Context: an optimization exercise on an open-source flow, tuned for small area. The choices shown serve that exercise and are no tape-out recipe.
Function was checked by simulation only, so behaviour that the tests miss may differ from the original.
No activity file was given, so power comes from the tool's default toggle rates.

## T
## raster2d
module raster2d (
    input  wire        clk,
    input  wire        rst,
    input  wire        host_valid,
    output wire        host_ready,
    input  wire [4:0]  host_slot,
    input  wire [3:0]  host_be,
    input  wire [31:0] host_data,
    input  wire [15:0] cfg_base,
    input  wire [15:0] cfg_pitch,
    output wire        mem_req,
    output wire        mem_we,
    output wire [15:0] mem_addr,
    output wire [7:0]  mem_wdata,
    input  wire        mem_ready,
    input  wire [7:0]  mem_rdata,
    output wire        idle
);
Size in the first run: about 1300 cells after synthesis, about 310 flip-flops, ~110 I/O pins, about 16000 um^2 of cells after synthesis.
clock: 20.0 ns
lec_check: 0
cap_margin: 0
core_margin: 2
core_utilization: 40
cts_buf_list: sky130_fd_sc_hd__clkbuf_4
slew_margin: 0
run.sh (not shown) runs the stock make flow with config.mk's settings and CLKGATE_MAP_FILE= SYNTH_SCRIPT=/design/flow/synth_recipe.tcl, a recipe that flattens the netlist after the stock synthesis.
T finished every stage and its layout cleared the timing, design-rule and antenna checks.
--- input diff T..Q ---
--- a/flow/config.mk
+++ b/flow/config.mk
@@ -8 +8 @@
-export CAP_MARGIN = 0
+export CAP_MARGIN = 20
@@ -11,2 +11 @@
-export CTS_BUF_LIST = sky130_fd_sc_hd__clkbuf_4
-export SLEW_MARGIN = 0
+export SLEW_MARGIN = 20
Findings:
Q vs T — total number of vias dropped 418. Diff T -> Q: total wire length after detailed routing went down; post-route fraction of the period consumed by the critical path lower; count of clock-buffer cells in the layout decreased 71; number of global-route vias before repair shrank by about 3.7%. Summary: with T as the reference, routed length per instance in Q moved up by a few percent. Per the comparison of Q with T, total power rose by 0.95%, flip-flop and latch share of the layout cell area stayed essentially flat, post-route cell area stayed essentially flat.

## JK
raster2d, a different RTL version from the one above (not shown whole).
For scale: ~1200 cells after synthesis, about 15000 um2 of cells after synthesis.
clock: 20.0 ns
lec_check: 0
cap_margin: 10
core_margin: 2
core_utilization: 70
gpl_timing_driven: 0
slew_margin: 10
standard.sh (not shown) runs the stock make flow with config.mk's settings and CLKGATE_MAP_FILE= SYNTH_SCRIPT=/design/flow/synth_recipe.tcl, a recipe that flattens the netlist after the stock synthesis.
==> flow/flow/run.sh <==
#!/bin/bash
# Layout flow: the standard layout (standard.sh, unchanged synthesis,
# floorplan, power grid, placement, routing), with two changes to how the
# layout is made:
# - the port buffers that global placement adds to every input and output
#   are the smallest buffer cell, sky130_fd_sc_hd__buf_1;
# - clock tree synthesis uses sky130_fd_sc_hd__clkbuf_8 with sink clusters
#   of up to 18 flip-flops within 50 um, and inserts no dummy loads.
# The make output goes to standard.log; each ORFS step logs under orfs/logs.
export BUFFER_PORTS_ARGS="-buffer_cell sky130_fd_sc_hd__buf_1"
export CTS_ARGS="-sink_clustering_enable -repair_clock_nets -dont_use_dummy_load -buf_list sky130_fd_sc_hd__clkbuf_8 -sink_clustering_size 22 -sink_clustering_max_diameter 50"
bash standard.sh > standard.log 2>&1
JK completed end to end with timing, DRC and antenna clean.
The inputs of MS differ from those of JK as listed below.
- a change of CORE_UTILIZATION from 70 to 65
--- a/flow/flow/run.sh
+++ b/flow/flow/run.sh
@@ -9,4 +9,4 @@
 # The make output goes to standard.log; each ORFS step logs under orfs/logs.
 export BUFFER_PORTS_ARGS="-buffer_cell sky130_fd_sc_hd__buf_1"
-export CTS_ARGS="-sink_clustering_enable -repair_clock_nets -dont_use_dummy_load -buf_list sky130_fd_sc_hd__clkbuf_8 -sink_clustering_size 22 -sink_clustering_max_diameter 50"
+export CTS_ARGS="-sink_clustering_enable -repair_clock_nets -dont_use_dummy_load -buf_list sky130_fd_sc_hd__clkbuf_8 -sink_clustering_size 18 -sink_clustering_max_diameter 50"
 bash standard.sh > standard.log 2>&1
### Flow results
MS: met1 usage is 4.0 points lower than what JK reported. Compared with JK, MS shows a higher finished layout cell area. JK -> MS: total power per unit cell area increased slightly. Post-route total power, MS and JK, higher one = MS. The worst hold slack reported for MS is smaller than that of JK by 0.049 ns.
Modified inputs, AL compared to MS
- swapping 65 for 72 in CORE_UTILIZATION
Looking at the reports, MS completed the entire flow and the layout it produced met the timing, design-rule and antenna checks. AL: no failed stages, no open violations at the end. Global-route track usage on met3 in AL is 4.6 points above MS. Against MS, the final cell area of AL is lower. On power consumed by sequential cells, MS tracks AL almost exactly. AL vs. MS: area enclosed by the die boundary went down by 9.5%. AL -> MS: DRC violation count after routing flat. Smallest hold slack: AL higher than MS. Between MS and AL, the difference in post-placement cell area is negligible. Setup slack on the worst flop-to-flop path (AL over MS): increase, 0.16 ns. MS → AL: maximum level of the CTS H-tree went down 1; clock share of power lower.
### AL -> TR
- changing SLEW_MARGIN from 10 to 0
- changing CORE_UTILIZATION from 72 to 70
==> flow/flow/run.sh <==
#!/bin/bash
here=$(cd "$(dirname "$0")" && pwd)
export BUFFER_PORTS_ARGS="-buffer_cell sky130_fd_sc_hd__buf_1"
export PRE_GLOBAL_PLACE_TCL="$here/pre_gpl.tcl"
export CTS_ARGS="-sink_clustering_enable -repair_clock_nets -dont_use_dummy_load -buf_list sky130_fd_sc_hd__clkbuf_8 -sink_clustering_size 18 -sink_clustering_max_diameter 50"
bash standard.sh > standard.log 2>&1
==> flow/flow/pre_gpl.tcl (new file) <==
remove_buffers
[summary]
TR has completed all stages; timing, DRC and antenna checks passed. Compared with AL, in TR total non-filler cell area in the finished layout shrank by 100 um2; sum of net half-perimeters after detailed placement shrank by 4100 um; via count of the first global-routing pass shrank by 566; cell-internal power held steady; non-clock buffer count shrank by 51. TR reports a lower relative contribution of combinational cells to total power than AL does.

Starting RTL as in the previous note.
==> flow/design.v (excerpt) <==
module raster2d (
    input  wire        clk,
    input  wire        rst,
    input  wire        host_valid,
    output wire        host_ready,
    input  wire [4:0]  host_slot,
    input  wire [3:0]  host_be,
    input  wire [31:0] host_data,
    input  wire [15:0] cfg_base,
    input  wire [15:0] cfg_pitch,
    output wire        mem_req,
    output wire        mem_we,
    output wire [15:0] mem_addr,
    output wire [7:0]  mem_wdata,
    input  wire        mem_ready,
    input  wire [7:0]  mem_rdata,
    output wire        idle
);
    localparam S_IDLE = 5'd0;
    localparam S_MUL  = 5'd1;    
    localparam S_ADDB = 5'd2;    
    localparam S_ADDX = 5'd3;    
    localparam S_BIAS = 5'd4;    
    localparam S_CPY  = 5'd5;    
    localparam S_J0   = 5'd6;    
    localparam S_I0   = 5'd7;    
    localparam S_C1   = 5'd8;    
    localparam S_C3   = 5'd10;   
    localparam S_RS   = 5'd12;   
    localparam S_RDC  = 5'd13;   
    localparam S_RD   = 5'd14;   
    localparam S_WR   = 5'd15;   
    localparam S_XST  = 5'd16;   
    localparam S_INC  = 5'd17;   
    localparam S_E1   = 5'd18;   
    localparam S_E2   = 5'd19;   
    localparam S_XS   = 5'd20;   
    localparam S_DXS  = 5'd21;   
  ...
==> flow/config.mk <==
export PLATFORM = sky130hd
export DESIGN_NAME = raster2d
export DESIGN_NICKNAME = raster2d
export VERILOG_FILES = /design/flow/design.v
export SDC_FILE = /design/flow/constraint.sdc
export NUM_CORES = 4
export LEC_CHECK = 0
export CAP_MARGIN = 10
export CORE_MARGIN = 2
export CORE_UTILIZATION = 70
export GPL_TIMING_DRIVEN = 0
export SLEW_MARGIN = 10
==> flow/constraint.sdc <==
create_clock -name core_clock -period 20.0 [get_ports {clk}]
set_input_delay 4.0000 -clock core_clock [delete_from_list [all_inputs] [get_ports {clk}]]
set_output_delay 4.0000 -clock core_clock [all_outputs]
set_load 0.01 [all_outputs]
==> flow/flow/run.sh <==
#!/bin/bash
here=$(cd "$(dirname "$0")" && pwd)
export BUFFER_PORTS_ARGS="-buffer_cell sky130_fd_sc_hd__buf_1"
export PRE_GLOBAL_PLACE_TCL="$here/pre_gpl.tcl"
export CTS_ARGS="-sink_clustering_enable -repair_clock_nets -dont_use_dummy_load -buf_list sky130_fd_sc_hd__clkbuf_8 -sink_clustering_size 18 -sink_clustering_max_diameter 50"
bash standard.sh > standard.log 2>&1
==> flow/flow/pre_gpl.tcl <==
remove_buffers
The first run completed with no timing, DRC or antenna violations.
Next try:
==> flow/flow/run.sh (replaced) <==
#!/bin/bash
# Layout flow: the standard layout (standard.sh, unchanged synthesis,
# floorplan, power grid, placement, routing), with two changes to how the
# layout is made:
# - the port buffers that global placement adds to every input and output
#   are the smallest buffer cell, sky130_fd_sc_hd__buf_1;
# - clock tree synthesis uses sky130_fd_sc_hd__clkbuf_8 with sink clusters
#   of up to 18 flip-flops within 50 um, and inserts no dummy loads.
# The make output goes to standard.log; each ORFS step logs under orfs/logs.
export BUFFER_PORTS_ARGS="-buffer_cell sky130_fd_sc_hd__buf_1"
export CTS_ARGS="-sink_clustering_enable -repair_clock_nets -dont_use_dummy_load -buf_list sky130_fd_sc_hd__clkbuf_8 -sink_clustering_size 18 -sink_clustering_max_diameter 50"
bash standard.sh > standard.log 2>&1
removed: flow/flow/pre_gpl.tcl
After rerunning: Final area barely changes; via count goes up by 4.8%; maximum frequency goes up by 0.87%; non-clock buffer count goes up by 46; critical path depth goes down by 4; combinational power goes up by about 5%; worst hold slack improves by 0.011 ns; total power goes up by 0.61%; clock power stays flat; setup slack improves by 0.12 ns; routed wire length goes up by 8.1%.
Next try:
==> flow/flow/run.sh (replaced) <==
#!/bin/bash
# Layout flow: the standard layout (standard.sh, unchanged synthesis,
# floorplan, power grid, placement, routing), with two changes to how the
# layout is made:
# - the port buffers that global placement adds to every input and output
#   are the smallest buffer cell, sky130_fd_sc_hd__buf_1;
# - clock tree synthesis uses sky130_fd_sc_hd__clkbuf_8 with sink clusters
#   of up to 15 flip-flops within 40 um, and inserts no dummy loads.
# The make output goes to standard.log; each ORFS step logs under orfs/logs.
export BUFFER_PORTS_ARGS="-buffer_cell sky130_fd_sc_hd__buf_1"
export CTS_ARGS="-sink_clustering_enable -repair_clock_nets -dont_use_dummy_load -buf_list sky130_fd_sc_hd__clkbuf_8 -sink_clustering_size 15 -sink_clustering_max_diameter 40"
bash standard.sh > standard.log 2>&1
- CORE_UTILIZATION: 70 -> 65
=>
- routed wire length went down by 3.3%
- final cell count went up by 1.4%
- area after synthesis does not change
- synthesized cell count stays the same
- combinational power went down by about 2%
- cell area went up by 1.2%

[what the ideal ports hide]
In the flow no input, the clock included, has a driving cell. The finished layouts below were timed again as built, in two steps. Step 1 sets driving cells, clkbuf_16 on the clock port and buf_2 on the other inputs (assumed; they add their load-dependent delay and slew). Step 2 also shifts input and output timing later by t, the mid clock arrival at the registers, as if the neighbouring blocks saw the same clock. Slacks: ideal / step 1 / step 2; pairs: ideal / step 1.
run | t (ns) | setup slack, ns | clock arrival spread, ns | slew at the worst register clock pin (ns) | worst slew at a driven data input, ns
T | 0.830 | 6.832 / 6.811 / 6.811 | 0.059 / 0.059 | 0.08 / 0.08 | 0.04
Q | 0.592 | 6.868 / 6.847 / 6.847 | 0.019 / 0.018 | 0.06 / 0.06 | 0.04
JK | 0.618 | 6.835 / 6.810 / 6.810 | 0.058 / 0.058 | 0.12 / 0.12 | 0.06
MS | 0.574 | 6.860 / 6.830 / 6.830 | 0.075 / 0.075 | 0.11 / 0.11 | 0.05
AL | 0.613 | 6.705 / 6.676 / 6.676 | 0.056 / 0.056 | 0.10 / 0.10 | 0.06
TR | 0.611 | 6.371 / 6.326 / 6.660 | 0.063 / 0.063 | 0.10 / 0.10 | 0.06
the first run of note 3 | 0.619 | 6.551 / 6.506 / 6.886 | 0.062 / 0.063 | 0.11 / 0.11 | 0.07
the second run of note 3 | 0.606 | 6.668 / 6.641 / 6.641 | 0.046 / 0.046 | 0.10 / 0.10 | 0.06
the third run of note 3 | 0.568 | 6.841 / 6.812 / 6.812 | 0.085 / 0.085 | 0.09 / 0.09 | 0.06
After both steps setup and hold are still met in every run listed. The setup slack of MS, which loses most, moves by -0.030 ns with the drivers and by -0.030 ns with both steps.
